Context: an optimization exercise on an open-source flow, tuned for small area, a short achievable clock period and few clock cycles. The choices shown serve that exercise and are no tape-out recipe.
In this exercise RTL edits were held to simulation tests only and were not proved equivalent to the original.
Power and IR drop assume default switching activity.

Setup of job 3194:
Design mscc, start of the top module:
module mscc (
    input  wire        clk,
    input  wire        rst_n,             
    input  wire        cmd_valid,
    input  wire [31:0] cmd_word,
    input  wire [31:0] cmd_now,
    input  wire        comm_seen,
    input  wire [3:0]  phys_overload,
    input  wire [3:0]  phys_lock,
    input  wire [3:0]  phys_hw_fault,
    input  wire [3:0]  phys_wd_fault,
    input  wire [63:0] phys_power_raw,
    input  wire [63:0] phys_pulse_count,
    input  wire [63:0] phys_window_ms,
    input  wire [3:0]  sim_overload,
    input  wire [3:0]  sim_lock,
    input  wire [3:0]  sim_hw_fault,
    input  wire [3:0]  sim_wd_fault,
    input  wire [63:0] sim_power_raw,
    input  wire [63:0] sim_pulse_count,
    input  wire [63:0] sim_window_ms,
    output wire        res_valid,
    output wire [31:0] res_word,
    output wire [3:0]  start_out,
    output wire [3:0]  reset_out,
    output wire [7:0]  duty
);
    localparam [7:0] OP_NOP = 8'h00, OP_INIT = 8'h01, OP_TICK = 8'h02, OP_READ_REG = 8'h03,
  ...
Size in the first run: roughly 7400 cells after synthesis, roughly 1100 flip-flops, roughly 0.072 mm² of cells after synthesis.
Settings: LEC_CHECK=0, CAP_MARGIN=20, CORE_MARGIN=2, CORE_UTILIZATION=55, PLACE_DENSITY=0.7, SETUP_SLACK_MARGIN=5, SLEW_MARGIN=20; clock period 12.0 ns.
run.sh (not shown) runs the stock make flow with config.mk's settings and CLKGATE_MAP_FILE= SYNTH_SCRIPT=/design/flow/synth_recipe.tcl, a recipe that flattens the netlist after the stock synthesis.
Job 3194 finished end to end and its layout was clean on timing, DRC and antenna.
Testbench counts of job 3194, summed over its fixed seeds: cycles 33,098.
The following lists how job 7198 was set up differently from job 3194:
- putting CTS_BUF_LIST at sky130_fd_sc_hd__clkbuf_4 sky130_fd_sc_hd__clkbuf_8 where nothing was set
[summary]
Taking job 3194 as the reference, in job 7198 logic gate share of total power down 0.4 points, worst path arrival time up 330 ps, count of filler cells inserted in the layout down 0.50%.
In job 7198, the relative area change from synthesis to final layout came out 0.36 points above the value in job 3194.
In job 7198 the total design power turned out 0.23 mW higher than in job 3194.
Input changes introduced in job 2481 (baseline for comparison: job 7198):
- ABC_AREA newly set to 1
- CTS_BUF_LIST removed (was sky130_fd_sc_hd__clkbuf_4 sky130_fd_sc_hd__clkbuf_8)
Findings:
Run comparison: job 7198 startpoint of the most critical setup path fsm[1]$_SDFFE_PP0P_; job 2481 startpoint of the most critical setup path cmd_word[4]
Against job 7198, well-tap cell count in job 2481 fell by a few percent.
Looking only at global-route usage over all layers, and setting everything else aside, the lower value of job 2481 and job 7198 goes to job 7198.
Job 2481 packs its core more tightly than job 7198.
Between job 2481 and job 7198, the met3 track demand over resource in global routing is lower for job 7198.
Changes observed in job 2481 relative to job 7198: worst setup slack now sits higher; synthesized area per cell now sits lower.
Job 2481 vs. job 7198: clock skew rose by 37 ps, number of inserted diodes fell by 3, leftover overflow at the end of global routing stayed essentially flat.

* * *

Starting RTL as in the previous note.
## mscc
module mscc (
    input  wire        clk,
    input  wire        rst_n,             
    input  wire        cmd_valid,
    input  wire [31:0] cmd_word,
    input  wire [31:0] cmd_now,
    input  wire        comm_seen,
    input  wire [3:0]  phys_overload,
    input  wire [3:0]  phys_lock,
    input  wire [3:0]  phys_hw_fault,
    input  wire [3:0]  phys_wd_fault,
    input  wire [63:0] phys_power_raw,
    input  wire [63:0] phys_pulse_count,
    input  wire [63:0] phys_window_ms,
    input  wire [3:0]  sim_overload,
    input  wire [3:0]  sim_lock,
    input  wire [3:0]  sim_hw_fault,
    input  wire [3:0]  sim_wd_fault,
    input  wire [63:0] sim_power_raw,
    input  wire [63:0] sim_pulse_count,
    input  wire [63:0] sim_window_ms,
    output wire        res_valid,
    output wire [31:0] res_word,
    output wire [3:0]  start_out,
    output wire [3:0]  reset_out,
    output wire [7:0]  duty
);
==> flow/config.mk <==
export PLATFORM = sky130hd
export DESIGN_NAME = mscc
export DESIGN_NICKNAME = mscc
export VERILOG_FILES = /design/flow/design.v
export SDC_FILE = /design/flow/constraint.sdc
export NUM_CORES = 4
export LEC_CHECK = 0
export CAP_MARGIN = 20
export CORE_MARGIN = 2
export CORE_UTILIZATION = 55
export PLACE_DENSITY = 0.7
export SETUP_SLACK_MARGIN = 5
export SLEW_MARGIN = 20
==> flow/constraint.sdc <==
create_clock -name core_clock -period 12.0 [get_ports {clk}]
set_input_delay 2.4000 -clock core_clock [delete_from_list [all_inputs] [get_ports {clk}]]
set_output_delay 2.4000 -clock core_clock [all_outputs]
set_load 0.01 [all_outputs]
standard.sh (not shown) runs the stock make flow with config.mk's settings and CLKGATE_MAP_FILE= SYNTH_SCRIPT=/design/flow/synth_recipe.tcl, a recipe that flattens the netlist after the stock synthesis.
==> flow/flow/run.sh <==
#!/bin/bash
set -uo pipefail
export BUFFER_PORTS_ARGS="-buffer_cell sky130_fd_sc_hd__buf_1"
export CTS_ARGS="-sink_clustering_enable -repair_clock_nets -dont_use_dummy_load"
bash standard.sh > standard_make.log 2>&1
status=$?
tail -n 40 standard_make.log
exit $status
The first run finished clean.
Testbench counts at the start, summed over its fixed seeds: cycles 33,098.
Change:
ABC_AREA = 1   (was not set)
=>
- core utilization came out higher by 0.57 points
- total power rises by 0.97%
- cell area hardly moves
- flip-flop and latch count does not change

## static timing again, ports no longer ideal
In the flow no input, the clock included, has a driving cell. The finished layouts below were timed again as built, in two steps.
Step 1, drivers: a clkbuf_16 drives clk and a buf_2 each remaining input, both assumed.
Step 2 moves the port delays by t, midway between the first and last clock arrival at a register: inputs arrive t later, outputs are due t later. That takes back most of the time a late clock gives input paths.
Three values: ideal, step 1, step 2; two values: the first two.
run | t, ns | setup slack, ns | worst setup path after step 2 | latest minus earliest clock arrival (ns)
job 3194 | 0.846 | 4.389 / 4.267 / 4.198 | input to register | 0.081 / 0.082
job 7198 | 1.022 | 4.064 / 3.983 / 3.985 | input to register | 0.073 / 0.073
job 2481 | 0.867 | 4.511 / 4.468 / 3.928 | input to register | 0.114 / 0.114
the first run of note 2 | 0.814 | 4.242 / 4.156 / 4.239 | input to output | 0.112 / 0.112
the second run of note 2 | 0.833 | 4.548 / 4.510 / 4.129 | input to register | 0.126 / 0.126
After both steps setup and hold are still met in every run listed. For job 2481, which loses most, drivers alone change the setup slack by -0.043 ns; drivers and shift together by -0.583 ns.
